This design comes from an exercise in tuning for small area, a short achievable clock period and few clock cycles per item on the open sky130 flow, not from production work. The RTL was checked by simulation tests, not by an equivalence proof against the original design.

===== flow/run.sh =====
#!/bin/bash
# synth_recipe.tcl (not shown) runs the flow's synth.tcl, then flattens the netlist and writes it again
# the make line also repeats each setting of config.mk as NAME=value (left out here)
make -C /OpenROAD-flow-scripts/flow DESIGN_CONFIG=/design/flow/config.mk WORK_HOME=/design/flow/orfs CLKGATE_MAP_FILE= SYNTH_SCRIPT=/design/flow/synth_recipe.tcl finish

===== flow/config.mk =====
export PLATFORM = sky130hd
export DESIGN_NAME = sixel_color_conv
export DESIGN_NICKNAME = sixel_color_conv
export VERILOG_FILES = /design/flow/design.v
export SDC_FILE = /design/flow/constraint.sdc
export NUM_CORES = 4
export LEC_CHECK = 0
export ABC_AREA = 1
export CAP_MARGIN = 20
export CORE_MARGIN = 2
export CORE_UTILIZATION = 40
export SLEW_MARGIN = 20

===== flow/constraint.sdc =====
create_clock -name core_clock -period 32.0 [get_ports {clk}]
set_input_delay 6.4000 -clock core_clock [delete_from_list [all_inputs] [get_ports {clk}]]
set_output_delay 6.4000 -clock core_clock [all_outputs]
set_load 0.01 [all_outputs]

===== flow/design.v =====
module color_converter_rgb (
    input  wire [6:0] c,
    output wire [7:0] byte_o
);
    wire [8:0]  c3;
    wire        co0, co1;
    radd #(9)  u3 (.a({2'b0, c}), .b({1'b0, c, 1'b0}), .ci(1'b0), .s(c3), .co(co0));
    wire [12:0] x;
    radd #(13) u51 (.a({4'b0, c3}), .b({c3, 4'd10}), .ci(1'b0), .s(x), .co(co1));
    wire [2:0]  r;
    dsteps #(4, 4'd5, 8) ud (.ri(x[12:10]), .x(x[9:2]), .q(byte_o), .ro(r));
endmodule
module radd #(parameter W = 8) (
    input  wire [W-1:0] a,
    input  wire [W-1:0] b,
    input  wire         ci,
    output wire [W-1:0] s,
    output wire         co
);
    wire [W:0] c;
    assign c[0] = ci;
    genvar i;
    generate for (i = 0; i < W; i = i + 1) begin : g
        assign s[i]   = a[i] ^ b[i] ^ c[i];
        assign c[i+1] = (a[i] & b[i]) | (c[i] & (a[i] ^ b[i]));
    end endgenerate
    assign co = c[W];
endmodule
module csub #(parameter W = 8, parameter [W-1:0] K = 0) (
    input  wire [W-1:0] a,
    output wire [W-1:0] d,
    output wire         ge
);
    radd #(W) u (.a(a), .b(~K), .ci(1'b1), .s(d), .co(ge));
endmodule
module umul #(parameter WA = 8, parameter WB = 4) (
    input  wire [WA-1:0]    a,
    input  wire [WB-1:0]    b,
    output wire [WA+WB-1:0] p
);
    wire [WA:0] acc [0:WB-1];
    assign acc[0] = {1'b0, a & {WA{b[0]}}};
    assign p[0] = acc[0][0];
    genvar i;
    generate for (i = 1; i < WB; i = i + 1) begin : row
        wire [WA-1:0] s;
        wire          co;
        radd #(WA) u (.a(acc[i-1][WA:1]), .b(a & {WA{b[i]}}), .ci(1'b0), .s(s), .co(co));
        assign acc[i] = {co, s};
        assign p[i] = s[0];
    end endgenerate
    assign p[WA+WB-1:WB] = acc[WB-1][WA:1];
endmodule
module dstep #(parameter W = 8, parameter [W-1:0] D = 1) (
    input  wire [W-1:0] a,
    output wire         q,
    output wire [W-2:0] r
);
    wire [W:0] c;    
    assign c[0] = 1'b1;
    genvar i;
    generate for (i = 0; i < W; i = i + 1) begin : g
        if (D[i]) begin : one
            assign c[i+1] = a[i] & c[i];
            if (i < W-1) begin : rb
                assign r[i] = a[i] ^ (q & c[i]);
            end
        end else begin : zero
            assign c[i+1] = a[i] | c[i];
            if (i < W-1) begin : rb
                assign r[i] = a[i] ^ (q & ~c[i]);
            end
        end
    end endgenerate
    assign q = c[W];
endmodule
module dsteps #(parameter W = 8, parameter [W-1:0] D = 1, parameter N = 8) (
    input  wire [W-2:0] ri,
    input  wire [N-1:0] x,
    output wire [N-1:0] q,
    output wire [W-2:0] ro
);
    wire [W-2:0] rr [0:N];
    assign rr[N] = ri;
    genvar i;
    generate for (i = N-1; i >= 0; i = i - 1) begin : st
        dstep #(W, D) s (.a({rr[i+1], x[i]}), .q(q[i]), .r(rr[i]));
    end endgenerate
    assign ro = rr[0];
endmodule
module hls_a (
    input  wire        sp,
    input  wire [8:0]  h,
    input  wire [6:0]  l,
    input  wire [6:0]  s,
    output wire [12:0] C,
    output wire [2:0]  n,
    output wire [5:0]  kp
);
    wire [6:0] lm;  wire ge50;
    csub #(7, 7'd50) u50 (.a(l), .d(lm), .ge(ge50));
    wire [6:0] l100; wire co_a;
    radd #(7) u100 (.a(7'd100), .b(~l), .ci(1'b1), .s(l100), .co(co_a));
    wire [5:0] m = sp ? 6'd1 : ge50 ? l100[5:0] : l[5:0];
    umul #(7, 6) umc (.a(s), .b(m), .p(C));
    wire [8:0] h1; wire b2;
    csub #(9, 9'd240) uh2 (.a(h), .d(h1), .ge(b2));
    wire [7:0] ha = b2 ? h1[7:0] : h[7:0];
    wire [7:0] h2; wire b1;
    csub #(8, 8'd120) uh1 (.a(ha), .d(h2), .ge(b1));
    wire [6:0] hb = b1 ? h2[6:0] : ha[6:0];
    wire [6:0] h3; wire b0;
    csub #(7, 7'd60) uh0 (.a(hb), .d(h3), .ge(b0));
    wire [5:0] u = b0 ? h3[5:0] : hb[5:0];
    assign n = {b2, b1, b0};
    wire [5:0] u60; wire co_h;
    radd #(6) uu60 (.a(6'd60), .b(~u), .ci(1'b1), .s(u60), .co(co_h));
    assign kp = b0 ? u : u60;
endmodule
module hls_b (
    input  wire [6:0]  l,
    input  wire [12:0] C,
    input  wire [5:0]  kp,
    output wire [18:0] N1,
    output wire [18:0] V
);
    wire [8:0]  l3;  wire co_b;
    radd #(9) ul3 (.a({2'b0, l}), .b({1'b0, l, 1'b0}), .ci(1'b0), .s(l3), .co(co_b));
    wire [13:0] tb;  wire co_c;
    radd #(14) utb (.a({1'b0, C}), .b({5'b0, l, 2'b0}), .ci(1'b0), .s(tb), .co(co_c));
    wire [13:0] t1p; wire co_d;
    radd #(14) ut1 (.a(tb), .b({l3, 5'd19}), .ci(1'b0), .s(t1p), .co(co_d));
    wire [14:0] t3;  wire co_e;
    radd #(15) ut3 (.a({1'b0, t1p}), .b({t1p, 1'b0}), .ci(1'b1), .s(t3), .co(co_e));
    wire co_f;
    radd #(19) un1 (.a({4'b0, t3}), .b({t3, 4'd14}), .ci(1'b0), .s(N1), .co(co_f));
    wire [18:0] CK;
    umul #(13, 6) umk (.a(C), .b(kp), .p(CK));
    wire [18:0] W30; wire co_i;
    radd #(19) uw (.a({t1p, 5'd18}), .b(~{4'b0, t1p, 1'b0}), .ci(1'b1), .s(W30), .co(co_i));
    wire co_j;
    radd #(19) uv (.a(W30), .b(~CK), .ci(1'b1), .s(V), .co(co_j));
endmodule
module hls_c (
    input  wire [6:0]  l,
    input  wire [18:0] N1,
    input  wire [18:0] V,
    output wire [7:0]  q1,
    output wire        gt,
    output wire [3:0]  qmh,      
    output wire [9:0]  rmh,      
    output wire [3:0]  xml,      
    output wire [7:0]  F         
);
    wire [22:0] Nm; wire co_k;
    radd #(23) uv17 (.a({4'b0, V}), .b({V, 4'd4}), .ci(1'b0), .s(Nm), .co(co_k));
    dsteps #(11, 11'd625, 4) udm (.ri(Nm[22:13]), .x(Nm[12:9]), .q(qmh), .ro(rmh));
    assign xml = Nm[8:5];
    wire [6:0] rm1;
    dsteps #(8, 8'd125, 8) udmax (.ri(N1[18:12]), .x(N1[11:4]), .q(q1), .ro(rm1));
    wire [10:0] r1 = {rm1, N1[3:0]};
    wire [6:0] la; wire d3;
    csub #(7, 7'd80) ud3 (.a(l), .d(la), .ge(d3));
    wire [6:0] lb0 = d3 ? la : l;
    wire [6:0] lb; wire d2;
    csub #(7, 7'd40) ud2 (.a(lb0), .d(lb), .ge(d2));
    wire [5:0] lc0 = d2 ? lb[5:0] : lb0[5:0];
    wire [5:0] lc; wire d1;
    csub #(6, 6'd20) ud1 (.a(lc0), .d(lc), .ge(d1));
    wire [4:0] ld0 = d1 ? lc[4:0] : lc0[4:0];
    wire [4:0] ld; wire dd0;
    csub #(5, 5'd10) ud0 (.a(ld0), .d(ld), .ge(dd0));
    wire [3:0] m10 = dd0 ? ld[3:0] : ld0[3:0];
    wire [3:0] d10 = {d3, d2, d1, dd0};
    wire [7:0] l5; wire co_m;
    radd #(8) ul5 (.a({l[5:0], 2'b0}), .b({1'b0, l}), .ci(1'b1), .s(l5), .co(co_m));
    wire co_n;
    radd #(8) uf (.a(l5), .b({4'b0, d10}), .ci(1'b0), .s(F), .co(co_n));
    reg  [7:0] g25;
    always @(*) begin
        case (m10)
            4'd0: g25 = 8'd0;    4'd1: g25 = 8'd25;   4'd2: g25 = 8'd50;
            4'd3: g25 = 8'd75;   4'd4: g25 = 8'd100;  4'd5: g25 = 8'd125;
            4'd6: g25 = 8'd150;  4'd7: g25 = 8'd175;  4'd8: g25 = 8'd200;
            default: g25 = 8'd225;
        endcase
    end
    wire [7:0] gsum;
    radd #(8) ugt (.a(r1[10:3]), .b(~g25), .ci(|r1[2:0]), .s(gsum), .co(gt));
endmodule
module hls_d (
    input  wire [7:0]  F,
    input  wire [7:0]  q1,
    input  wire        gt,
    input  wire [3:0]  qmh,
    input  wire [9:0]  rmh,
    input  wire [3:0]  xml,
    output wire [7:0]  bmid,
    output wire [7:0]  bmin
);
    wire [9:0] rml;
    dsteps #(11, 11'd625, 4) udm (.ri(rmh), .x(xml), .q(bmid[3:0]), .ro(rml));
    assign bmid[7:4] = qmh;
    wire co_o;
    radd #(8) umin (.a(F), .b(~q1), .ci(~gt), .s(bmin), .co(co_o));
endmodule
module sixel_color_conv (
    input  wire        clk,
    input  wire        rst,
    input  wire        in_valid,
    output wire        in_ready,
    input  wire        in_space,
    input  wire [8:0]  in_p0,
    input  wire [6:0]  in_p1,
    input  wire [6:0]  in_p2,
    output reg         out_valid,
    input  wire        out_ready,
    output wire [31:0] out_color
);
    wire stall = out_valid && !out_ready;
    reg        skv;
    reg [23:0] skid;
    assign in_ready = !skv;
    wire [23:0] in_ops = {in_space, in_p0, in_p1, in_p2};
    reg        v0;
    reg [23:0] s0;
    always @(posedge clk) begin
        if (rst) begin
            skv <= 1'b0;
            v0  <= 1'b0;
        end else if (!stall) begin
            skv <= 1'b0;
            v0  <= skv || in_valid;
        end else if (in_valid) begin
            skv <= 1'b1;
        end
        if (!skv)   skid <= in_ops;
        if (!stall) s0 <= skv ? skid : in_ops;
    end
    wire       s0_sp = s0[23];
    wire [8:0] s0_h  = s0[22:14];
    wire [6:0] s0_l  = s0[13:7];
    wire [6:0] s0_s  = s0[6:0];
    wire [12:0] a_C;
    wire [2:0]  a_n;
    wire [5:0]  a_kp;
    hls_a u_a (.sp(s0_sp), .h(s0_h), .l(s0_l), .s(s0_s), .C(a_C), .n(a_n), .kp(a_kp));
    reg        v1;
    reg        s1_sp;
    reg [6:0]  s1_l;
    reg [12:0] s1_C;
    reg [8:0]  s1_kn;
    always @(posedge clk) begin
        if (rst)         v1 <= 1'b0;
        else if (!stall) v1 <= v0;
        if (!stall) begin
            s1_sp <= s0_sp;
            s1_l  <= s0_l;
            s1_C  <= a_C;
            s1_kn <= s0_sp ? {2'b0, s0_h[6:0]} : {a_n, a_kp};
        end
    end
    wire [12:0] b_C = s1_sp ? 13'd0 : s1_C;
    wire [18:0] b_N1, b_V;
    hls_b u_b (.l(s1_l), .C(b_C), .kp(s1_kn[5:0]), .N1(b_N1), .V(b_V));
    reg        v2;
    reg        s2_sp;
    reg [6:0]  s2_l;
    reg [2:0]  s2_n;
    reg [18:0] s2_N1, s2_V;
    always @(posedge clk) begin
        if (rst)         v2 <= 1'b0;
        else if (!stall) v2 <= v1;
        if (!stall) begin
            s2_sp <= s1_sp;
            s2_l  <= s1_l;
            s2_n  <= s1_kn[8:6];
            s2_N1 <= b_N1;
            s2_V  <= s1_sp ? {5'b0, s1_kn[6:0], s1_C[6:0]} : b_V;
        end
    end
    wire [7:0] c_q1, c_F;
    wire       c_gt;
    wire [3:0] c_qmh, c_xml;
    wire [9:0] c_rmh;
    hls_c u_c (.l(s2_l), .N1(s2_N1), .V(s2_V), .q1(c_q1), .gt(c_gt),
               .qmh(c_qmh), .rmh(c_rmh), .xml(c_xml), .F(c_F));
    wire [7:0] c_r, c_b;
    color_converter_rgb u_cr (.c(s2_V[13:7]), .byte_o(c_r));
    color_converter_rgb u_cb (.c(s2_V[6:0]),  .byte_o(c_b));
    reg        v3;
    reg        s3_sp;
    reg [2:0]  s3_n;
    reg [7:0]  s3_q1, s3_F;
    reg        s3_gt;
    reg [17:0] s3_m;
    always @(posedge clk) begin
        if (rst)         v3 <= 1'b0;
        else if (!stall) v3 <= v2;
        if (!stall) begin
            s3_sp <= s2_sp;
            s3_n  <= s2_n;
            s3_q1 <= c_q1;
            s3_F  <= c_F;
            s3_gt <= c_gt;
            s3_m  <= s2_sp ? {2'b0, c_b, c_r} : {c_qmh, c_rmh, c_xml};
        end
    end
    wire [7:0] bmid, bmin;
    hls_d u_d (.F(s3_F), .q1(s3_q1), .gt(s3_gt), .qmh(s3_m[17:14]), .rmh(s3_m[13:4]),
               .xml(s3_m[3:0]), .bmid(bmid), .bmin(bmin));
    wire [7:0] bmax = s3_q1;
    reg [7:0] R, G, B;
    always @(*) begin
        case (s3_n)
            3'd1:    begin R = bmax; G = bmin; B = bmid; end
            3'd2:    begin R = bmax; G = bmid; B = bmin; end
            3'd3:    begin R = bmid; G = bmax; B = bmin; end
            3'd4:    begin R = bmin; G = bmax; B = bmid; end
            3'd5:    begin R = bmin; G = bmid; B = bmax; end
            default: begin R = bmid; G = bmin; B = bmax; end
        endcase
        if (s3_sp) begin
            R = s3_m[7:0]; G = bmax; B = s3_m[15:8];
        end
    end
    reg [23:0] oc;
    assign out_color = {8'hFF, oc};
    always @(posedge clk) begin
        if (rst)         out_valid <= 1'b0;
        else if (!stall) out_valid <= v3;
        if (!stall) oc <= {B, G, R};
    end
endmodule

==> results of run 1 <==
[layout make-up]
| class | count | area, um^2 | area share, % |
|---|---|---|---|
| Clock buffer | 23 | 500.5 | 2.592 |
| Inverter | 393 | 1480 | 7.666 |
| Clock inverter | 9 | 87.58 | 0.4536 |
| Tap cell | 585 | 732.0 | 3.791 |
| Timing Repair Buffer | 55 | 545.5 | 2.825 |
| Multi-Input combinational cell | 1307 | 10380 | 53.75 |
| Sequential cell | 196 | 5585 | 28.93 |
[routing by layer]
| layer | vias up | track usage [%] | part of all wire (%) |
|---|---|---|---|
| li1 | 6093 | - | - |
| met1 | 5867 | 19.72 | 43 |
| met2 | 157 | 31.70 | 53 |
| met3 | 40 | 2.417 | 2.7 |
| met4 | 0 | 4.286 | 1.8 |
| met5 | - | 0 | 0 |
[stage by stage]
step / std cells / hold WS, ps / utilization, %
after floorplan: 1924 / 400.3 / -
after global placement: 2536 / 415.8 / 43.36
after detailed placement: 2536 / 409.0 / 43.36
after CTS: 2568 / 425.9 / 44.73
after global routing: 2568 / 444.9 / 44.73
final: 2568 / 430.7 / 44.73
[logic make-up (layout without fill, tap and decap cells)]
logic type,Yosys count,after routing
simple gates,698,698
buf+inv,421,480
fa+ha+maj,325,325
compound gates,207,207
flops,196,196
xor+xnor,66,66
mux,3,3
other cells,1,8
[sequential cells by signal, summed over array words and instances, names as in the netlist, 8 cells and up]
name,cells
oc,24
s0,24
skid,24
s2_N1,19
s2_V,19
s3_m,18
s1_C,13
s1_kn,9
s3_F,8
s3_q1,8
[path summary, 6_finish.rpt]
check        slack (ps)  endpoint     from
min reg2reg         430   s3_n[0]  s2_n[0]
max               20630  s2_V[18]    s1_sp
max reg2reg       20630  s2_V[18]    s1_sp
min                 430   s3_n[0]  s2_n[0]
[placed cells by master (no fill, tap or decap), drive strengths merged, types with 2 or more instances in the layout]
cell and instances:
o21bai 5, clkdlybuf4s50 53, edfxtp 166, nand2 436, xnor2 22, nand3b 4, o21ai 96, nor2 183
buf 2, a21boi 2, a21oi 53, o211ai 5, o22ai 7, a211oi 5, conb 8, ha 118
nor3 7, nand4 9, clkbuf 23, a31oi 12, a22oi 6, o21a 4, dfxtp 30, or2 17
fa 207, mux2i 3, inv 390, xor2 44, clkinv 11, a21o 3, nand3 41, a221oi 6
[worst register-to-register path, delay by kind of cell, from the launching register on]
family          cells  cell delay [ps]
xor+xnor            1              150
fa+ha+maj          22             8890
flops               1              360
buf+inv             6              810
compound gates      2              240
simple gates        2              670
==> flow_summary.toml, run 1 <==
[worst_setup_path]
crit_fanout = 32
cpMostUsedCell = "fa_1"
reg2reg_depth = 33
required_ps = 32190
end_kind = "flip-flop"
arrival_ps = 11570
crit_type = "reg2reg"
cpMaxStageDelayCell = "nor2_1"
cp_num_cells = 33
slowest_delay_ps = 490
cpLargestDelayFamily = "adder cells"
worstSetupStartpointType = "flip-flop"
critPathBufInv = 6

[place]
placed_area_mm2 = 0.01872
portBuffers = 53
post-dp-hpwl_mm = 29.32
dp_worst_setup_slack_ps = 20610
gp_congestion = 0.8675

[detailed_routing]
first_pass_iters = 5
post-route-drc-count = 0
ant_nets = 0
first_iter_violations = 468
viasPerCell = 4.734
wirelength_mm = 34.85
vias = 12160
wire_per_inst_um = 13.57

[logic_synthesis]
yosysSeqAreaShare_pct = 31.83
synthFlopType = "edfxtp_1"
synth_cells = 1917
synth_area_leaders = "edfxtp_1 (28%), fa_1 (24%), nand2_1 (8.9%)"
synth-seq-cells = 196
ys_types = 46
synth_top_area_share_pct = 28.41
netlist_area_mm2 = 0.01755
synth_warnings = 7
synth-edff-count = 166
yosys.area_share.simple_pct = 16.69
synth_top_area_cell = "edfxtp_1"
synth_area_per_cell_um2 = 9.153
synth_compound_gate_area_share_pct = 6.788
muxShareOfSynthArea_pct = 0.1711
synth_fa_ha_area_share_pct = 32.03
synth_most_common_cell = "nand2_1"
synth_xor_area_share_pct = 3.294
synthTopCellsByCount = "nand2_1 (416), inv_1 (377), fa_1 (207)"
synth-async-reset-ratio_pct = 0
synth_top_family_by_area = "adder cells"

[grt]
grt_overflow = 0
track_usage_pct = 16.72
grt_pass1_wl_mm = 60.25
grt_pass1_vias = 12740
grt_max_degree = 107
antenna_found_initial = 0

[floorplan]
die_y_um = 213.4
initial_core_util_pct = 40.64
die_x_um = 213.4
rows = 76
die_area_mm2 = 0.04556
core-area_mm2 = 0.04317
num_io_pins = 62

[sta]
worst_pin_slew_ps = 963.7
setup_viol = 0
hold_viol_final = 0
slew_viol_final = 0
setup_tns_ps = 0
rsz0062_at_grt = "no"
max_freq_ghz = 0.08794
fin_skew_ps = 15.42
maxSlewHeadroom_pct = 35.75
worst_slack_ps = 20630
fin_crit_sh_pct = 35.54
fin_crit_ps = 11370

[clocking]
clock_path_buffers = 2
post_cts_buffers = 0
htreeDepth = 4
clock_latency_ps = 450
clk_pin_slew_ps = 70
cts_num_sinks = 196
root_buffer = "clkbuf_16"
cts_made_buffers = 17
cts_tree = "yes"
cts_hold_buf = 0
cts_resized = 0

[min_path]
worst_hold_path_type = "reg2reg"
hold_depth = 0

[status]
status = "finished clean"

[finish]
drive_above_1_share_pct = 4.892
synthToLayoutAreaGrowth_pct = 10.04
num-fill-cells = 4227
diodes = 0
nets = 2323
fin_area_mm2 = 0.01931

[job]
max-cap-violations = 0
Testbench counts, summed over its fixed seeds: cycles 16,040, items 16,000.
==> run 2: changes to the inputs <==
--- a/flow/design.v
+++ b/flow/design.v
@@ -88,6 +88,44 @@
     end endgenerate
     assign ro = rr[0];
 endmodule
+module padd #(parameter W = 8) (
+    input  wire [W-1:0] a,
+    input  wire [W-1:0] b,
+    input  wire         ci,
+    output wire [W-1:0] s
+);
+    localparam L = (W <= 2) ? 1 : (W <= 4) ? 2 : (W <= 8) ? 3 : (W <= 16) ? 4 : (W <= 32) ? 5 : 6;
+    wire [W-1:0] p = a ^ b;
+    wire [W-1:0] g = a & b;
+    wire [W-1:0] G [0:L];
+    wire [W-1:0] P [0:L];
+    assign G[0] = {g[W-1:1], g[0] | (p[0] & ci)};
+    assign P[0] = p;
+    genvar k, i;
+    generate for (k = 0; k < L; k = k + 1) begin : lev
+        for (i = 0; i < W; i = i + 1) begin : bit_
+            if ((i >> k) & 1) begin : comb
+                localparam integer J = ((i >> k) << k) - 1;
+                assign G[k+1][i] = G[k][i] | (P[k][i] & G[k][J]);
+                assign P[k+1][i] = P[k][i] & P[k][J];
+            end else begin : pass
+                assign G[k+1][i] = G[k][i];
+                assign P[k+1][i] = P[k][i];
+            end
+        end
+    end endgenerate
+    assign s = p ^ {G[L][W-2:0], ci};
+endmodule
+module csa #(parameter W = 8) (
+    input  wire [W-1:0] x,
+    input  wire [W-1:0] y,
+    input  wire [W-1:0] z,
+    output wire [W-1:0] s,
+    output wire [W-1:0] c
+);
+    assign s = x ^ y ^ z;
+    assign c = {(x[W-2:0] & y[W-2:0]) | (z[W-2:0] & (x[W-2:0] ^ y[W-2:0])), 1'b0};
+endmodule
 module hls_a (
     input  wire        sp,
     input  wire [8:0]  h,
@@ -124,22 +162,29 @@
     output wire [18:0] N1,
     output wire [18:0] V
 );
-    wire [8:0]  l3;  wire co_b;
-    radd #(9) ul3 (.a({2'b0, l}), .b({1'b0, l, 1'b0}), .ci(1'b0), .s(l3), .co(co_b));
-    wire [13:0] tb;  wire co_c;
-    radd #(14) utb (.a({1'b0, C}), .b({5'b0, l, 2'b0}), .ci(1'b0), .s(tb), .co(co_c));
-    wire [13:0] t1p; wire co_d;
-    radd #(14) ut1 (.a(tb), .b({l3, 5'd19}), .ci(1'b0), .s(t1p), .co(co_d));
-    wire [14:0] t3;  wire co_e;
-    radd #(15) ut3 (.a({1'b0, t1p}), .b({t1p, 1'b0}), .ci(1'b1), .s(t3), .co(co_e));
-    wire co_f;
-    radd #(19) un1 (.a({4'b0, t3}), .b({t3, 4'd14}), .ci(1'b0), .s(N1), .co(co_f));
-    wire [18:0] CK;
-    umul #(13, 6) umk (.a(C), .b(kp), .p(CK));
-    wire [18:0] W30; wire co_i;
-    radd #(19) uw (.a({t1p, 5'd18}), .b(~{4'b0, t1p, 1'b0}), .ci(1'b1), .s(W30), .co(co_i));
-    wire co_j;
-    radd #(19) uv (.a(W30), .b(~CK), .ci(1'b1), .s(V), .co(co_j));
+    wire [13:0] ts0, tc0, ts1, tc1, t1p;
+    csa #(14) ut0 (.x({1'b0, C}), .y({5'b0, l, 2'b0}), .z({2'b0, l, 5'b0}), .s(ts0), .c(tc0));
+    csa #(14) ut1 (.x(ts0), .y(tc0), .z({1'b0, l, 6'd19}), .s(ts1), .c(tc1));
+    padd #(14) ut (.a(ts1), .b(tc1), .ci(1'b0), .s(t1p));
+    wire [18:0] ns0, nc0, ns1, nc1;
+    csa #(19) un0 (.x({t1p, 5'd31}), .y({1'b0, t1p, 4'd0}), .z({4'b0, t1p, 1'b0}), .s(ns0), .c(nc0));
+    csa #(19) un1 (.x(ns0), .y(nc0), .z({5'b0, t1p}), .s(ns1), .c(nc1));
+    padd #(19) un (.a(ns1), .b(nc1), .ci(1'b0), .s(N1));
+    wire [18:0] pp0 = {6'b0, C & {13{kp[0]}}};
+    wire [18:0] pp1 = {5'b0, C & {13{kp[1]}}, 1'b0};
+    wire [18:0] pp2 = {4'b0, C & {13{kp[2]}}, 2'b0};
+    wire [18:0] pp3 = {3'b0, C & {13{kp[3]}}, 3'b0};
+    wire [18:0] pp4 = {2'b0, C & {13{kp[4]}}, 4'b0};
+    wire [18:0] pp5 = {1'b0, C & {13{kp[5]}}, 5'b0};
+    wire [18:0] ms0, mc0, ms1, mc1, ms2, mc2, ms3, mc3;
+    csa #(19) um0 (.x(pp0), .y(pp1), .z(pp2), .s(ms0), .c(mc0));
+    csa #(19) um1 (.x(pp3), .y(pp4), .z(pp5), .s(ms1), .c(mc1));
+    csa #(19) um2 (.x(ms0), .y(mc0), .z(ms1), .s(ms2), .c(mc2));
+    csa #(19) um3 (.x(ms2), .y(mc2), .z(mc1), .s(ms3), .c(mc3));
+    wire [18:0] vs0, vc0, vs1, vc1;
+    csa #(19) uv0 (.x(~ms3), .y(~mc3), .z({t1p, 5'd21}), .s(vs0), .c(vc0));
+    csa #(19) uv1 (.x(vs0), .y(vc0), .z(~{4'b0, t1p, 1'b0}), .s(vs1), .c(vc1));
+    padd #(19) uv (.a(vs1), .b(vc1), .ci(1'b0), .s(V));
 endmodule
 module hls_c (
     input  wire [6:0]  l,
@@ -152,8 +197,8 @@
     output wire [3:0]  xml,      
     output wire [7:0]  F         
 );
-    wire [22:0] Nm; wire co_k;
-    radd #(23) uv17 (.a({4'b0, V}), .b({V, 4'd4}), .ci(1'b0), .s(Nm), .co(co_k));
+    wire [22:0] Nm;
+    padd #(23) uv17 (.a({4'b0, V}), .b({V, 4'd4}), .ci(1'b0), .s(Nm));
     dsteps #(11, 11'd625, 4) udm (.ri(Nm[22:13]), .x(Nm[12:9]), .q(qmh), .ro(rmh));
     assign xml = Nm[8:5];
     wire [6:0] rm1;
==> run 2 against run 1 <==
  * Clock skew shrank 2.9 ps
  * Still clean
  * Non-clock buffer count increased by 3
  * Synthesized cell count is 16% higher
  * Critical path depth grew 25
  * Core utilization decreased by 0.49 points
==> flow_summary.toml, run 2 <==
[sta]
slew_viol_final = 0
fin_crit_sh_pct = 31.87
worst_pin_slew_ps = 1020
fin_crit_ps = 10200
fin_skew_ps = 12.51
max_freq_ghz = 0.09804
hold_viol_final = 0
maxSlewHeadroom_pct = 31.76
rsz0062_at_grt = "no"
whs_ps = 426.2
setup_viol = 0
setup_tns_ps = 0

[place]
gp_congestion = 0.8776
post-dp-hpwl_mm = 32.76
portBuffers = 53

[logic_synthesis]
synth-async-reset-ratio_pct = 0
synth_area_leaders = "edfxtp_1 (26%), fa_1 (19%), ha_1 (12%)"
synth-seq-cells = 196
synth_warnings = 9
synth_cells = 2221
synth-edff-count = 166
ys_types = 56
yosysSeqAreaShare_pct = 29.11
synth_top_area_share_pct = 25.98
synth_most_common_cell = "nand2_1"
synth_top_area_cell = "edfxtp_1"
synth_area_per_cell_um2 = 8.639
netlist_area_mm2 = 0.01919
synthFlopType = "edfxtp_1"
synthTopCellsByCount = "nand2_1 (490), inv_1 (455), nor2_1 (185)"

[grt]
grt_overflow = 0
grt_max_degree = 110
grt_pass1_vias = 14020
antenna_found_initial = 0
track_usage_pct = 16.53
grt_pass1_wl_mm = 66.45

[min_path]
worst_hold_path_type = "reg2reg"

[floorplan]
die_area_mm2 = 0.04974
core-area_mm2 = 0.04755
die_y_um = 223.0
rows = 80
die_x_um = 223.0
initial_core_util_pct = 40.36
num_io_pins = 62

[worst_setup_path]
crit_fanout = 8
worstSetupStartpointType = "flip-flop"
arrival_ps = 10410
critPathBufInv = 4
cpLargestDelayFamily = "simple AND/OR/NAND/NOR gates"
required_ps = 32210
cpMaxStageDelayCell = "edfxtp_1"
crit_type = "reg2reg"
slowest_delay_ps = 420
end_kind = "flip-flop"

[clocking]
post_cts_buffers = 0
clock_path_buffers = 2
cts_made_buffers = 17
cts_num_sinks = 196
clock_latency_ps = 470
cts_hold_buf = 0
cts_tree = "yes"
cts_resized = 0
clk_pin_slew_ps = 70
root_buffer = "clkbuf_16"
htreeDepth = 4

[finish]
top_regs = "oc: 24 flops, s0: 24 flops, skid: 24 flops"
multi_input_area_mm2 = 0.01173
diodes = 0
num-fill-cells = 4595
seq_area_mm2 = 0.005585
synthToLayoutAreaGrowth_pct = 9.606
drive_above_1_share_pct = 5.560
layout_common_cells = "nand2_1 (490), inv_1 (454), nor2_1 (185), ha_1 (181), fa_1 (179)"
nets = 2659
layout_commonest_cell = "nand2_1"

[detailed_routing]
first_iter_violations = 539
wire_per_inst_um = 13.59
wirelength_mm = 39.39
post-route-drc-count = 0
ant_nets = 0
first_pass_iters = 8
viasPerCell = 4.787
vias = 13880

[job]
max-cap-violations = 0

[status]
status = "finished clean"
run 2: final timing paths:
check                           startpoint       to  slack (ps)  cells past startpoint
worst min-delay path               s2_n[1]  s3_n[1]         430                      0
worst min register to register     s2_n[1]  s3_n[1]         430                      0
worst max-delay path             s2_N1[12]    s3_gt       21800                     58
worst max register to register   s2_N1[12]    s3_gt       21800                     58
run 2: kinds of logic (layout without fill, tap and decap cells):
| kind of cell | Yosys count | in the layout | share of synthesized area, % |
|---|---|---|---|
| AOI/OAI and AO/OA | 245 | 245 | 7.623 |
| buffers and inverters | 495 | 551 | 9.886 |
| and+or+nand+nor | 826 | 826 | 18.34 |
| other | 1 | 8 | 0.01954 |
| xor gates and xnor gates | 94 | 94 | 4.330 |
| DFF | 196 | 196 | 29.11 |
| muxes | 4 | 4 | 0.2087 |
| adders and majority gates | 360 | 360 | 30.48 |
run 2: area by class of cell:
type | count | area share [%]
tap | 615 | 3.659
inverter | 461 | 8.252
sequential | 196 | 26.56
clock inverter | 15 | 1.023
timing repair buffer | 58 | 2.701
multi-input combinational | 1537 | 55.78
clock buffer | 17 | 2.023
run 2: metrics by stage:
stage | setup WS [ps] | utilization (%) | instance area (um^2) | std cells
3_5_place_dp | 21830 | 42.88 | 20390 | 2867
6_report | 21800 | 44.23 | 21030 | 2899
2_1_floorplan | 21700 | - | 19210 | 2228
4_1_cts | 21740 | 44.23 | 21030 | 2899
5_1_grt | 20800 | 44.23 | 21030 | 2899
3_3_place_gp | 22180 | 42.88 | 20390 | 2867
run 2: worst register-to-register path, delay by kind of cell (launching register included):
family	cells	cell delay [ps]
fa+ha+maj	9	2390
simple gates	27	3580
compound gates	17	3050
buf+inv	4	350
xor+xnor	1	170
flops	1	420
run 2: routing by layer:
layer,up-vias,part of all wire (%),global-route usage (%)
li1,7068,-,-
met2,192,51,30.39
met4,0,2.3,5.153
met5,-,0,0
met1,6571,44,19.76
met3,47,2.6,2.568
Testbench counts of run 2, summed over its fixed seeds: cycles 16,040, items 16,000.
==> run 3: changes to the inputs <==
--- a/flow/design.v
+++ b/flow/design.v
@@ -1,14 +1,20 @@
 module color_converter_rgb (
-    input  wire [6:0] c,
-    output wire [7:0] byte_o
+    input  wire [6:0]  c,
+    output wire [10:0] x             
 );
     wire [8:0]  c3;
     wire        co0, co1;
     radd #(9)  u3 (.a({2'b0, c}), .b({1'b0, c, 1'b0}), .ci(1'b0), .s(c3), .co(co0));
-    wire [12:0] x;
-    radd #(13) u51 (.a({4'b0, c3}), .b({c3, 4'd10}), .ci(1'b0), .s(x), .co(co1));
-    wire [2:0]  r;
-    dsteps #(4, 4'd5, 8) ud (.ri(x[12:10]), .x(x[9:2]), .q(byte_o), .ro(r));
+    wire [12:0] x51;
+    radd #(13) u51 (.a({4'b0, c3}), .b({c3, 4'd10}), .ci(1'b0), .s(x51), .co(co1));
+    assign x = x51[12:2];
+endmodule
+module color_converter_rgb_div (
+    input  wire [10:0] x,
+    output wire [7:0]  byte_o
+);
+    wire [2:0] r;
+    dsteps #(4, 4'd5, 8) ud (.ri(x[10:8]), .x(x[7:0]), .q(byte_o), .ro(r));
 endmodule
 module radd #(parameter W = 8) (
     input  wire [W-1:0] a,
@@ -140,7 +146,18 @@
     wire [6:0] l100; wire co_a;
     radd #(7) u100 (.a(7'd100), .b(~l), .ci(1'b1), .s(l100), .co(co_a));
     wire [5:0] m = sp ? 6'd1 : ge50 ? l100[5:0] : l[5:0];
-    umul #(7, 6) umc (.a(s), .b(m), .p(C));
+    wire [12:0] cp0 = {6'b0, s & {7{m[0]}}};
+    wire [12:0] cp1 = {5'b0, s & {7{m[1]}}, 1'b0};
+    wire [12:0] cp2 = {4'b0, s & {7{m[2]}}, 2'b0};
+    wire [12:0] cp3 = {3'b0, s & {7{m[3]}}, 3'b0};
+    wire [12:0] cp4 = {2'b0, s & {7{m[4]}}, 4'b0};
+    wire [12:0] cp5 = {1'b0, s & {7{m[5]}}, 5'b0};
+    wire [12:0] cs0, cc0, cs1, cc1, cs2, cc2, cs3, cc3;
+    csa #(13) uc0 (.x(cp0), .y(cp1), .z(cp2), .s(cs0), .c(cc0));
+    csa #(13) uc1 (.x(cp3), .y(cp4), .z(cp5), .s(cs1), .c(cc1));
+    csa #(13) uc2 (.x(cs0), .y(cc0), .z(cs1), .s(cs2), .c(cc2));
+    csa #(13) uc3 (.x(cs2), .y(cc2), .z(cc1), .s(cs3), .c(cc3));
+    padd #(13) uc (.a(cs3), .b(cc3), .ci(1'b0), .s(C));
     wire [8:0] h1; wire b2;
     csub #(9, 9'd240) uh2 (.a(h), .d(h1), .ge(b2));
     wire [7:0] ha = b2 ? h1[7:0] : h[7:0];
@@ -159,17 +176,21 @@
     input  wire [6:0]  l,
     input  wire [12:0] C,
     input  wire [5:0]  kp,
-    output wire [18:0] N1,
+    output wire [18:0] M1,       
     output wire [18:0] V
 );
     wire [13:0] ts0, tc0, ts1, tc1, t1p;
     csa #(14) ut0 (.x({1'b0, C}), .y({5'b0, l, 2'b0}), .z({2'b0, l, 5'b0}), .s(ts0), .c(tc0));
     csa #(14) ut1 (.x(ts0), .y(tc0), .z({1'b0, l, 6'd19}), .s(ts1), .c(tc1));
     padd #(14) ut (.a(ts1), .b(tc1), .ci(1'b0), .s(t1p));
-    wire [18:0] ns0, nc0, ns1, nc1;
+    wire [18:0] ns0, nc0, ns1, nc1, N1;
     csa #(19) un0 (.x({t1p, 5'd31}), .y({1'b0, t1p, 4'd0}), .z({4'b0, t1p, 1'b0}), .s(ns0), .c(nc0));
     csa #(19) un1 (.x(ns0), .y(nc0), .z({5'b0, t1p}), .s(ns1), .c(nc1));
     padd #(19) un (.a(ns1), .b(nc1), .ci(1'b0), .s(N1));
+    wire       q17;
+    wire [6:0] r17;
+    dsteps #(8, 8'd125, 1) ud1 (.ri(N1[18:12]), .x(N1[11]), .q(q17), .ro(r17));
+    assign M1 = {q17, r17, N1[10:0]};
     wire [18:0] pp0 = {6'b0, C & {13{kp[0]}}};
     wire [18:0] pp1 = {5'b0, C & {13{kp[1]}}, 1'b0};
     wire [18:0] pp2 = {4'b0, C & {13{kp[2]}}, 2'b0};
@@ -188,10 +209,11 @@
 endmodule
 module hls_c (
     input  wire [6:0]  l,
-    input  wire [18:0] N1,
+    input  wire [18:0] M1,
     input  wire [18:0] V,
     output wire [7:0]  q1,
-    output wire        gt,
+    output wire [6:0]  rm1,      
+    output wire [6:0]  thr,      
     output wire [3:0]  qmh,      
     output wire [9:0]  rmh,      
     output wire [3:0]  xml,      
@@ -201,9 +223,8 @@
     padd #(23) uv17 (.a({4'b0, V}), .b({V, 4'd4}), .ci(1'b0), .s(Nm));
     dsteps #(11, 11'd625, 4) udm (.ri(Nm[22:13]), .x(Nm[12:9]), .q(qmh), .ro(rmh));
     assign xml = Nm[8:5];
-    wire [6:0] rm1;
-    dsteps #(8, 8'd125, 8) udmax (.ri(N1[18:12]), .x(N1[11:4]), .q(q1), .ro(rm1));
-    wire [10:0] r1 = {rm1, N1[3:0]};
+    dsteps #(8, 8'd125, 7) udmax (.ri(M1[17:11]), .x(M1[10:4]), .q(q1[6:0]), .ro(rm1));
+    assign q1[7] = M1[18];
     wire [6:0] la; wire d3;
     csub #(7, 7'd80) ud3 (.a(l), .d(la), .ge(d3));
     wire [6:0] lb0 = d3 ? la : l;
@@ -221,22 +242,24 @@
     radd #(8) ul5 (.a({l[5:0], 2'b0}), .b({1'b0, l}), .ci(1'b1), .s(l5), .co(co_m));
     wire co_n;
     radd #(8) uf (.a(l5), .b({4'b0, d10}), .ci(1'b0), .s(F), .co(co_n));
-    reg  [7:0] g25;
+    reg  [10:0] g200;
     always @(*) begin
         case (m10)
-            4'd0: g25 = 8'd0;    4'd1: g25 = 8'd25;   4'd2: g25 = 8'd50;
-            4'd3: g25 = 8'd75;   4'd4: g25 = 8'd100;  4'd5: g25 = 8'd125;
-            4'd6: g25 = 8'd150;  4'd7: g25 = 8'd175;  4'd8: g25 = 8'd200;
-            default: g25 = 8'd225;
+            4'd0: g200 = 11'd16;    4'd1: g200 = 11'd216;   4'd2: g200 = 11'd416;
+            4'd3: g200 = 11'd616;   4'd4: g200 = 11'd816;   4'd5: g200 = 11'd1016;
+            4'd6: g200 = 11'd1216;  4'd7: g200 = 11'd1416;  4'd8: g200 = 11'd1616;
+            default: g200 = 11'd1816;
         endcase
     end
-    wire [7:0] gsum;
-    radd #(8) ugt (.a(r1[10:3]), .b(~g25), .ci(|r1[2:0]), .s(gsum), .co(gt));
+    wire [10:0] thw; wire co_t;
+    radd #(11) uthr (.a(g200), .b(~{7'b0, M1[3:0]}), .ci(1'b1), .s(thw), .co(co_t));
+    assign thr = thw[10:4];
 endmodule
 module hls_d (
     input  wire [7:0]  F,
     input  wire [7:0]  q1,
-    input  wire        gt,
+    input  wire [6:0]  rm1,
+    input  wire [6:0]  thr,
     input  wire [3:0]  qmh,
     input  wire [9:0]  rmh,
     input  wire [3:0]  xml,
@@ -246,6 +269,7 @@
     wire [9:0] rml;
     dsteps #(11, 11'd625, 4) udm (.ri(rmh), .x(xml), .q(bmid[3:0]), .ro(rml));
     assign bmid[7:4] = qmh;
+    wire gt = rm1 >= thr;
     wire co_o;
     radd #(8) umin (.a(F), .b(~q1), .ci(~gt), .s(bmin), .co(co_o));
 endmodule
@@ -264,20 +288,24 @@
 );
     wire stall = out_valid && !out_ready;
     reg        skv;
+    reg        rdy;          
     reg [23:0] skid;
-    assign in_ready = !skv;
+    assign in_ready = rdy;
     wire [23:0] in_ops = {in_space, in_p0, in_p1, in_p2};
     reg        v0;
     reg [23:0] s0;
     always @(posedge clk) begin
         if (rst) begin
             skv <= 1'b0;
+            rdy <= 1'b1;
             v0  <= 1'b0;
         end else if (!stall) begin
             skv <= 1'b0;
+            rdy <= 1'b1;
             v0  <= skv || in_valid;
         end else if (in_valid) begin
             skv <= 1'b1;
+            rdy <= 1'b0;
         end
         if (!skv)   skid <= in_ops;
         if (!stall) s0 <= skv ? skid : in_ops;
@@ -306,38 +334,40 @@
         end
     end
     wire [12:0] b_C = s1_sp ? 13'd0 : s1_C;
-    wire [18:0] b_N1, b_V;
-    hls_b u_b (.l(s1_l), .C(b_C), .kp(s1_kn[5:0]), .N1(b_N1), .V(b_V));
+    wire [18:0] b_M1, b_V;
+    hls_b u_b (.l(s1_l), .C(b_C), .kp(s1_kn[5:0]), .M1(b_M1), .V(b_V));
+    wire [10:0] b_xr, b_xb;
+    color_converter_rgb u_xr (.c(s1_kn[6:0]), .x(b_xr));
+    color_converter_rgb u_xb (.c(s1_C[6:0]),  .x(b_xb));
     reg        v2;
     reg        s2_sp;
     reg [6:0]  s2_l;
     reg [2:0]  s2_n;
-    reg [18:0] s2_N1, s2_V;
+    reg [18:0] s2_M1, s2_V;
     always @(posedge clk) begin
         if (rst)         v2 <= 1'b0;
         else if (!stall) v2 <= v1;
         if (!stall) begin
             s2_sp <= s1_sp;
             s2_l  <= s1_l;
-            s2_n  <= s1_kn[8:6];
-            s2_N1 <= b_N1;
-            s2_V  <= s1_sp ? {5'b0, s1_kn[6:0], s1_C[6:0]} : b_V;
+            s2_M1 <= b_M1;
+            {s2_n, s2_V} <= s1_sp ? {b_xr, b_xb} : {s1_kn[8:6], b_V};
         end
     end
     wire [7:0] c_q1, c_F;
-    wire       c_gt;
+    wire [6:0] c_rm1, c_thr;
     wire [3:0] c_qmh, c_xml;
     wire [9:0] c_rmh;
-    hls_c u_c (.l(s2_l), .N1(s2_N1), .V(s2_V), .q1(c_q1), .gt(c_gt),
+    hls_c u_c (.l(s2_l), .M1(s2_M1), .V(s2_V), .q1(c_q1), .rm1(c_rm1), .thr(c_thr),
                .qmh(c_qmh), .rmh(c_rmh), .xml(c_xml), .F(c_F));
     wire [7:0] c_r, c_b;
-    color_converter_rgb u_cr (.c(s2_V[13:7]), .byte_o(c_r));
-    color_converter_rgb u_cb (.c(s2_V[6:0]),  .byte_o(c_b));
+    color_converter_rgb_div u_cr (.x({s2_n, s2_V[18:11]}), .byte_o(c_r));
+    color_converter_rgb_div u_cb (.x(s2_V[10:0]),          .byte_o(c_b));
     reg        v3;
     reg        s3_sp;
     reg [2:0]  s3_n;
     reg [7:0]  s3_q1, s3_F;
-    reg        s3_gt;
+    reg [6:0]  s3_rm1, s3_thr;
     reg [17:0] s3_m;
     always @(posedge clk) begin
         if (rst)         v3 <= 1'b0;
@@ -347,12 +377,13 @@
             s3_n  <= s2_n;
             s3_q1 <= c_q1;
             s3_F  <= c_F;
-            s3_gt <= c_gt;
+            s3_rm1 <= c_rm1;
+            s3_thr <= c_thr;
             s3_m  <= s2_sp ? {2'b0, c_b, c_r} : {c_qmh, c_rmh, c_xml};
         end
     end
     wire [7:0] bmid, bmin;
-    hls_d u_d (.F(s3_F), .q1(s3_q1), .gt(s3_gt), .qmh(s3_m[17:14]), .rmh(s3_m[13:4]),
+    hls_d u_d (.F(s3_F), .q1(s3_q1), .rm1(s3_rm1), .thr(s3_thr), .qmh(s3_m[17:14]), .rmh(s3_m[13:4]),
                .xml(s3_m[3:0]), .bmid(bmid), .bmin(bmin));
     wire [7:0] bmax = s3_q1;
     reg [7:0] R, G, B;
==> run 3 against run 2 <==
  * Critical path depth fell by 53
  * Non-clock buffer count rose by 1
  * Maximum frequency rose by 16%
  * Register-to-register slack improved by 2300 ps
  * Sequential cell count rose by 14
  * Core utilization barely moved
  * Area after synthesis rose by 4.4%
  * Synthesized cell count rose by 4.5%
  * Sequential share of layout area rose by 0.66 points
  * Worst setup slack improved by 1400 ps
  * First-iteration DRC count rose by 37%
  * Critical path type is now in2reg
==> flow_summary.toml, run 3 <==
[status]
status = "finished clean"

[floorplan]
die_y_um = 227.8
num_io_pins = 62
rows = 82
core-area_mm2 = 0.04976
die_x_um = 227.8
initial_core_util_pct = 40.27
die_area_mm2 = 0.05190

[grt]
grt_overflow = 0
grt_pass1_vias = 14630
grt.busiest_layer = "met2"
track_usage_pct = 15.89
grt.met3_usage_pct = 1.912
grtUsageMet2_pct = 28.35
grt_pass1_wl_mm = 69.23
grt_max_degree = 71
antenna_found_initial = 0
grt_use_met1_pct = 20.07

[logic_synthesis]
synth_area_leaders = "edfxtp_1 (27%), fa_1 (17%), ha_1 (12%)"
synth_top_area_share_pct = 26.82
synth_area_per_cell_um2 = 8.633
netlist_area_mm2 = 0.02004
synth-seq-cells = 210
synth-async-reset-ratio_pct = 0
synth_warnings = 10
synth_top_area_cell = "edfxtp_1"
synthTopCellsByCount = "nand2_1 (502), inv_1 (483), ha_1 (198)"
synthFlopType = "edfxtp_1"
synth_cells = 2321
synth-edff-count = 179
synth_most_common_cell = "nand2_1"
yosysSeqAreaShare_pct = 29.92
ys_types = 52

[clocking]
clk_pin_slew_ps = 60
clock_latency_ps = 530
cts_resized = 0
post_cts_buffers = 0
cts_made_buffers = 24
root_buffer = "clkbuf_16"
cts_hold_buf = 0
cts_tree = "yes"
htreeDepth = 1
cts_num_sinks = 210
clock_path_buffers = 3

[worst_setup_path]
crit_type = "in2reg"
arrival_ps = 8970
worstSetupStartpointType = "input port"
crit_fanout = 70
required_ps = 32160
end_kind = "flip-flop"
regToRegSetupSlack_ps = 24060

[sta]
hold_viol_final = 0
slew_viol_final = 0
maxSlewHeadroom_pct = 35.26
worst_pin_slew_ps = 967.9
setup_viol = 0
fin_crit_ps = 8804
fin_crit_sh_pct = 27.51
max_freq_ghz = 0.1136
fin_skew_ps = 17.64
rsz0062_at_grt = "no"
setup_tns_ps = 0

[detailed_routing]
vias = 14520
post-route-drc-count = 0
wirelength_mm = 40.48
wire_per_inst_um = 13.20
first_iter_violations = 736
ant_nets = 0
viasPerCell = 4.736
first_pass_iters = 6

[finish]
num-fill-cells = 4815
layout_commonest_cell = "nand2_1"
multi_input_area_mm2 = 0.01203
layout_common_cells = "nand2_1 (502), inv_1 (482), ha_1 (198), nor2_1 (182), edfxtp_1 (179)"
fin_util_pct = 44.27
drive_above_1_share_pct = 5.138
synthToLayoutAreaGrowth_pct = 9.941
top_regs = "oc: 24 flops, s0: 24 flops, skid: 24 flops"
diodes = 0
nets = 2776
seq_area_mm2 = 0.005996

[place]
post-dp-hpwl_mm = 33.31
gp_congestion = 0.8584
portBuffers = 53

[job]
max-cap-violations = 0

[min_path]
worst_hold_path_type = "reg2reg"
-- run 3: final timing paths --
kind	from	end	cells after the start
hold / removal	skid[2]	skid[2]	2
hold reg to reg	skid[2]	skid[2]	2
setup reg to reg	s1_sp	s2_M1[17]	31
setup / recovery	out_ready	s2_M1[14]	5
-- run 3: logic make-up after synthesis --
kind of cell,Yosys count,share of synthesized area (%)
simple gates,843,17.80
buf+inv,527,10.19
fa+ha+maj,372,29.75
compound gates,262,7.662
flops,210,29.92
xor+xnor,101,4.415
mux,5,0.2498
other cells,1,0.01871
-- run 3: through the flow --
stage,instance area (um^2),cells,hold WS [ps],setup slack (ps)
after floorplan,20060,2328,400.3,21350
after global placement,21280,3021,431.1,22680
after detailed placement,21280,3021,436.7,22620
after CTS,22020,3065,453.1,23190
after global routing,22030,3066,464.5,22970
final,22030,3066,448.1,23200
-- run 3: final cells by class --
cell class,count,share of cell area (%)
Timing Repair Buffer,59,2.613
Tap cell,672,3.817
Clock inverter,11,0.2272
Sequential cell,210,27.22
Inverter,490,8.372
Clock buffer,33,3.164
Multi-Input combinational cell,1591,54.59
-- run 3: per-layer routing --
metal	routed length, um	part of all wire, %
met3	1296	3.2
met4	1231	3.0
met5	0	0
met1	18280	45
met2	19660	49
-- run 3: worst max-delay path: stages --
cell             delay [ps]
clkdlybuf4s50_1         460
nor2_1                  110
inv_6                   380
buf_4                   740
buf_4                   720
Testbench counts of run 3, summed over its fixed seeds: cycles 16,040, items 16,000.
==> run 4: changes to the inputs <==
--- a/flow/design.v
+++ b/flow/design.v
@@ -286,20 +286,28 @@
     input  wire        out_ready,
     output wire [31:0] out_color
 );
-    wire stall = out_valid && !out_ready;
+    reg  v0, v1, v2, v3;
+    wire full_3 = out_valid && v3;
+    wire full_2 = full_3 && v2;
+    wire full_1 = full_2 && v1;
+    wire full_0 = full_1 && v0;
+    wire en_o = out_ready || !out_valid;
+    wire en_3 = out_ready || !full_3;
+    wire en_2 = out_ready || !full_2;
+    wire en_1 = out_ready || !full_1;
+    wire en_0 = out_ready || !full_0;
     reg        skv;
     reg        rdy;          
     reg [23:0] skid;
     assign in_ready = rdy;
     wire [23:0] in_ops = {in_space, in_p0, in_p1, in_p2};
-    reg        v0;
     reg [23:0] s0;
     always @(posedge clk) begin
         if (rst) begin
             skv <= 1'b0;
             rdy <= 1'b1;
             v0  <= 1'b0;
-        end else if (!stall) begin
+        end else if (en_0) begin
             skv <= 1'b0;
             rdy <= 1'b1;
             v0  <= skv || in_valid;
@@ -308,7 +316,7 @@
             rdy <= 1'b0;
         end
         if (!skv)   skid <= in_ops;
-        if (!stall) s0 <= skv ? skid : in_ops;
+        if (en_0)   s0 <= skv ? skid : in_ops;
     end
     wire       s0_sp = s0[23];
     wire [8:0] s0_h  = s0[22:14];
@@ -318,15 +326,14 @@
     wire [2:0]  a_n;
     wire [5:0]  a_kp;
     hls_a u_a (.sp(s0_sp), .h(s0_h), .l(s0_l), .s(s0_s), .C(a_C), .n(a_n), .kp(a_kp));
-    reg        v1;
     reg        s1_sp;
     reg [6:0]  s1_l;
     reg [12:0] s1_C;
     reg [8:0]  s1_kn;
     always @(posedge clk) begin
         if (rst)         v1 <= 1'b0;
-        else if (!stall) v1 <= v0;
-        if (!stall) begin
+        else if (en_1) v1 <= v0;
+        if (en_1) begin
             s1_sp <= s0_sp;
             s1_l  <= s0_l;
             s1_C  <= a_C;
@@ -339,15 +346,14 @@
     wire [10:0] b_xr, b_xb;
     color_converter_rgb u_xr (.c(s1_kn[6:0]), .x(b_xr));
     color_converter_rgb u_xb (.c(s1_C[6:0]),  .x(b_xb));
-    reg        v2;
     reg        s2_sp;
     reg [6:0]  s2_l;
     reg [2:0]  s2_n;
     reg [18:0] s2_M1, s2_V;
     always @(posedge clk) begin
         if (rst)         v2 <= 1'b0;
-        else if (!stall) v2 <= v1;
-        if (!stall) begin
+        else if (en_2) v2 <= v1;
+        if (en_2) begin
             s2_sp <= s1_sp;
             s2_l  <= s1_l;
             s2_M1 <= b_M1;
@@ -363,7 +369,6 @@
     wire [7:0] c_r, c_b;
     color_converter_rgb_div u_cr (.x({s2_n, s2_V[18:11]}), .byte_o(c_r));
     color_converter_rgb_div u_cb (.x(s2_V[10:0]),          .byte_o(c_b));
-    reg        v3;
     reg        s3_sp;
     reg [2:0]  s3_n;
     reg [7:0]  s3_q1, s3_F;
@@ -371,8 +376,8 @@
     reg [17:0] s3_m;
     always @(posedge clk) begin
         if (rst)         v3 <= 1'b0;
-        else if (!stall) v3 <= v2;
-        if (!stall) begin
+        else if (en_3) v3 <= v2;
+        if (en_3) begin
             s3_sp <= s2_sp;
             s3_n  <= s2_n;
             s3_q1 <= c_q1;
@@ -404,7 +409,7 @@
     assign out_color = {8'hFF, oc};
     always @(posedge clk) begin
         if (rst)         out_valid <= 1'b0;
-        else if (!stall) out_valid <= v3;
-        if (!stall) oc <= {B, G, R};
+        else if (en_o) out_valid <= v3;
+        if (en_o) oc <= {B, G, R};
     end
 endmodule
==> run 4 against run 3 <==
  * Count of clock-buffer cells in the layout shrank 1
  * Critical endpoint is now s0[12]
  * Non-clock buffer count up 1
  * First-iteration DRC count grew 2.4%
  * Register-to-register slack lost 320 ps
  * Hold slack better by 9.3 ps
==> flow_summary.toml, run 4 <==
[sta]
fin_skew_ps = 14.40
rsz0062_at_grt = "no"
worst_pin_slew_ps = 1020
whs_ps = 457.3
hold_viol_final = 0
slew_viol_final = 0
setup_viol = 0
fin_crit_ps = 10210
max_freq_ghz = 0.09796
setup_tns_ps = 0
maxSlewHeadroom_pct = 31.81
fin_crit_sh_pct = 31.90

[logic_synthesis]
yosysSeqAreaShare_pct = 29.79
synth_cells = 2242
synth-seq-cells = 210
synth_area_leaders = "edfxtp_1 (27%), fa_1 (17%), ha_1 (12%)"
synth_top_area_share_pct = 26.71
synth_most_common_cell = "inv_1"
synth-edff-count = 179
synthFlopType = "edfxtp_1"
synth_warnings = 10
synth_top_area_cell = "edfxtp_1"
synth_area_per_cell_um2 = 8.977
netlist_area_mm2 = 0.02013
synth-async-reset-ratio_pct = 0
ys_types = 59
synthTopCellsByCount = "inv_1 (464), nand2_1 (391), ha_1 (198)"

[status]
status = "finished clean"

[worst_setup_path]
regToRegSetupSlack_ps = 23740
timing.rr.end = "s2_M1[15]"
crit_fanout = 54
cpMaxStageDelayCell = "nand2_1"
required_ps = 32160
crit_type = "in2reg"
slowest_delay_ps = 730
cp-startpoint = "out_ready"
arrival_ps = 10370
cpMostUsedCell = "nor2_1"
path_cells = "clkdlybuf4s50_1 > inv_1 > nand2_1 > nor2_1 > inv_2 > buf_4 > nor2_1 > inv_2 > buf_4 > nor2_1 > inv_1 > buf_4 > nor2_1 > inv_1"
reg2reg_depth = 31
end_kind = "flip-flop"
worstSetupStartpointType = "input port"
r2r-start = "s1_sp"

[clocking]
cts_tree = "yes"
clock_path_buffers = 3
post_cts_buffers = 0
cts_hold_buf = 0
cts_made_buffers = 26
htreeDepth = 1
cts_resized = 0
clk_pin_slew_ps = 60
cts_num_sinks = 210
clock_latency_ps = 540
root_buffer = "clkbuf_16"

[detailed_routing]
first_iter_violations = 754
post-route-drc-count = 0
wirelength_mm = 40.09
ant_nets = 0
wire_per_inst_um = 13.39
first_pass_iters = 6
vias = 14240
viasPerCell = 4.755

[min_path]
hold_depth = 0
hold_end = "s3_q1[7]"
worst_hold_path_type = "reg2reg"
holdCritStartpoint = "s2_M1[18]"

[finish]
drive_above_1_share_pct = 8.480
top_regs = "oc: 24 flops, s0: 24 flops, skid: 24 flops"
layout_commonest_cell = "inv_1"
layout_common_cells = "inv_1 (462), nand2_1 (391), ha_1 (198), nor2_1 (184), edfxtp_1 (179)"
num-fill-cells = 4887
nets = 2703
diodes = 0
synthToLayoutAreaGrowth_pct = 11.03

[floorplan]
initial_core_util_pct = 40.36
die_y_um = 228.3
die_x_um = 228.3
core-area_mm2 = 0.04986
rows = 82
die_area_mm2 = 0.05213
num_io_pins = 62

[place]
gp_congestion = 0.8644
portBuffers = 53
post-dp-hpwl_mm = 33.34

[grt]
grt_max_degree = 55
grt_overflow = 0
grt_pass1_wl_mm = 68.08
track_usage_pct = 15.68
antenna_found_initial = 0
grt_pass1_vias = 14460

[job]
max-cap-violations = 0
run 4: cell count changes after synthesis, moves of 11 or more:
cell / previous run / this run
nand2_2: 32 / 47
inv_1: 483 / 464
mux2_2: 0 / 24
nand4_1: 13 / 2
xor2_1: 60 / 71
nand2_1: 502 / 391
run 4: how the worst max path moves through the flow:
stage	end	slack, ps	cells after the start
3_3_place_gp	s0[10]	21190	14
3_5_place_dp	s0[10]	21140	14
5_1_grt	s0[11]	21380	14
4_1_cts	s0[11]	21710	14
6_report	s0[12]	21790	14
2_1_floorplan	s0[0]	20970	10
run 4: final cells by class:
cell class	instances	area, um^2	share of cell area, %
sequential	210	5997	26.83
tap	672	840.8	3.762
timing repair buffer	60	583.1	2.609
multi-input combinational	1530	12200	54.58
inverter	475	1783	7.978
clock inverter	16	222.7	0.9966
clock buffer	32	724.4	3.242
run 4: cells by family after synthesis:
logic type / synth area share [%]
adders and majority gates: 29.62
and+or+nand+nor: 16.41
muxes: 1.641
buffers and inverters: 9.741
other: 0.01863
AOI/OAI and AO/OA: 7.622
DFF: 29.79
xor gates and xnor gates: 5.160
run 4: stage by stage:
step / instance area, um^2 / instances / setup slack [ps] / utilization, %
after floorplan: 20150 / 2249 / 20970 / -
after global placement: 21400 / 2947 / 21190 / 42.92
after detailed placement: 21400 / 2947 / 21140 / 42.92
after CTS: 22350 / 2995 / 21710 / 44.82
after global routing: 22350 / 2995 / 21380 / 44.82
final: 22350 / 2995 / 21790 / 44.82
run 4: worst max-delay path: cells and delay by family:
kind	cells	cell delay, ps
and+or+nand+nor	5	1100
buffers and inverters	9	2820
run 4: per-layer routing:
| layer | wire, um | global-route usage, % | vias up | part of all wire, % |
|---|---|---|---|---|
| met3 | 1309 | 1.996 | 70 | 3.3 |
| met4 | 1006 | 4.003 | 0 | 2.5 |
| li1 | - | - | 7204 | - |
| met1 | 18110 | 19.82 | 6721 | 45 |
| met2 | 19670 | 28.27 | 247 | 49 |
| met5 | 0 | 0 | - | 0 |
Testbench counts of run 4, summed over its fixed seeds: cycles 16,040, items 16,000.
==> run 5: changes to the inputs <==
--- a/flow/config.mk
+++ b/flow/config.mk
@@ -8,5 +8,5 @@
 export ABC_AREA = 1
 export CAP_MARGIN = 20
 export CORE_MARGIN = 2
-export CORE_UTILIZATION = 40
+export CORE_UTILIZATION = 65
 export SLEW_MARGIN = 20
==> run 5 against run 4 <==
  * Global-route usage is 11 points higher
  * Routed wire length grew 2.4%
  * Highest routed layer unchanged
  * Critical path depth down 2
  * Largest cell class unchanged
  * Hold slack improved by 15 ps
  * Cell count decreased by 9.4%
  * Still clean on timing, DRC and antenna
  * Core utilization rose by 27 points
  * Count of clock-buffer cells in the layout is 3 lower
==> flow_summary.toml, run 5 <==
[status]
status = "finished clean"

[logic_synthesis]
synth_most_common_cell = "inv_1"
synth-seq-cells = 210
synth_area_per_cell_um2 = 8.977
synth_warnings = 10
synthTopCellsByCount = "inv_1 (464), nand2_1 (391), ha_1 (198)"
netlist_area_mm2 = 0.02013
yosysSeqAreaShare_pct = 29.79
synth-async-reset-ratio_pct = 0
synth_cells = 2242
synthFlopType = "edfxtp_1"
synth_top_area_cell = "edfxtp_1"
synth-edff-count = 179
ys_types = 59
synth_area_leaders = "edfxtp_1 (27%), fa_1 (17%), ha_1 (12%)"
synth_top_area_share_pct = 26.71

[worst_setup_path]
crit_type = "in2reg"
slowest_delay_ps = 770
worstSetupStartpointType = "input port"
crit_fanout = 51
end_kind = "flip-flop"
path_cells = "clkdlybuf4s50_1 > inv_1 > nand2_2 > nor2_1 > inv_2 > nor2_1 > inv_2 > buf_4 > nor2_1 > inv_2 > nor2_1 > inv_1"
required_ps = 32130
reg2reg_depth = 31
arrival_ps = 9700
cpMaxStageDelayCell = "inv_1"
cpMostUsedCell = "nor2_1"

[floorplan]
core-area_mm2 = 0.03051
die_area_mm2 = 0.03239
initial_core_util_pct = 65.97
num_io_pins = 62
die_y_um = 180.0
die_x_um = 180.0
rows = 64

[sta]
hold_viol_final = 0
worst_slack_ps = 22430
fin_crit_ps = 9570
fin_skew_ps = 7.280
maxSlewHeadroom_pct = 31.31
slew_viol_final = 0
setup_tns_ps = 0
worst_pin_slew_ps = 1029
fin_crit_sh_pct = 29.91
setup_viol = 0
max_freq_ghz = 0.1045
rsz0062_at_grt = "no"

[place]
gp_congestion = 0.9067
post-dp-hpwl_mm = 33.71
dp_worst_setup_slack_ps = 21150
portBuffers = 53

[finish]
layout_common_cells = "inv_1 (461), nand2_1 (390), ha_1 (198), nor2_1 (184), edfxtp_1 (179)"
synthToLayoutAreaGrowth_pct = 8.312
nets = 2700
top_regs = "oc: 24 flops, s0: 24 flops, skid: 24 flops"
layout_commonest_cell = "inv_1"
drive_above_1_share_pct = 8.290
diodes = 0

[clocking]
cts_resized = 0
cts_num_sinks = 210
clock_latency_ps = 510
post_cts_buffers = 0
root_buffer = "clkbuf_16"
htreeDepth = 1
clock_path_buffers = 3
cts_made_buffers = 23
clk_pin_slew_ps = 60
cts_tree = "yes"
cts_hold_buf = 0

[detailed_routing]
vias = 14470
wire_per_inst_um = 15.14
first_iter_violations = 909
viasPerCell = 5.336
wirelength_mm = 41.05
ant_nets = 0
first_pass_iters = 7
post-route-drc-count = 0

[grt]
grt_max_degree = 54
track_usage_pct = 26.41
grt_pass1_wl_mm = 70.29
antenna_found_initial = 1
grt_overflow = 0
grt_pass1_vias = 14840

[min_path]
worst_hold_path_type = "reg2reg"
hold_depth = 1

[job]
max-cap-violations = 0
==> run 5: through the flow <==
step	cell area (um^2)	hold slack [ps]	utilization [%]	std cells
after floorplan	20150	400.3	-	2249
after global placement	21050	451.9	69.01	2671
after detailed placement	21050	461.1	69.01	2671
after CTS	21790	475.3	71.42	2712
after global routing	21800	484.4	71.45	2712
final	21800	472.7	71.45	2712
==> run 5: metal layers <==
layer	GRT usage, %	share of wire (%)
met1	33.34	42
met2	48.40	51
met3	2.188	3.8
met4	7.837	3.3
met5	0	0
==> run 5: worst paths after layout <==
| check | from | endpoint | slack [ps] |
|---|---|---|---|
| worst min-delay path | skid[5] | skid[5] | 470 |
| worst min register to register | skid[5] | skid[5] | 470 |
| worst max register to register | s1_sp | s2_M1[15] | 23700 |
| worst max-delay path | out_ready | s0[15] | 22430 |
==> run 5: area by class of cell <==
type                       count  area (um^2)
fill                        2374         8710
clock inverter                12        95.09
clock buffer                  29        639.4
sequential                   210         5997
multi-input combinational   1530        12210
tap                          396        495.5
inverter                     475         1783
timing repair buffer          60        583.1
==> run 5: worst max-delay path: cells and delay by family <==
family,cells,cell delay [ps]
buffers and inverters,7,2420
AND/OR/NAND/NOR,5,840
==> run 5: cell families after synthesis <==
family / Yosys count / share of synthesized area, %
AND/OR/NAND/NOR: 743 / 16.41
buffers and inverters: 509 / 9.741
adder cells (fa/ha/maj): 372 / 29.62
AO/OA/AOI/OAI: 261 / 7.622
flip-flops: 210 / 29.79
XOR/XNOR: 116 / 5.160
multiplexers: 30 / 1.641
other: 1 / 0.01863

-- port drivers added, routing unchanged --
How much do the figures lean on ideal ports? The routed layouts below were timed once more, with nothing changed but the port constraints.
Step 1 sets driving cells, clkbuf_16 on the clock port and buf_2 on the other inputs (assumed; they add their load-dependent delay and slew).
Step 2, shift: input delay + t, output delay - t, t = (earliest + latest rising clock arrival at the registers) / 2. This alone moves slack from input paths to output paths.
Slacks: ideal / step 1 / step 2; pairs: ideal / step 1.
| run | t (ns) | setup slack, ns | worst slew at a driven data input, ns |
|---|---|---|---|
| run 1 | 0.492 | 20.628 / 20.628 / 20.628 | 0.04 |
| run 2 | 0.508 | 21.800 / 21.800 / 21.800 | 0.04 |
| run 3 | 0.577 | 23.196 / 23.222 / 22.645 | 0.03 |
| run 4 | 0.587 | 21.792 / 21.815 / 21.228 | 0.04 |
| run 5 | 0.553 | 22.430 / 22.457 / 21.904 | 0.04 |
After both steps every run listed still meets setup and hold. The setup slack of run 4, which loses most, moves by +0.023 ns with the drivers and by -0.564 ns with both steps.
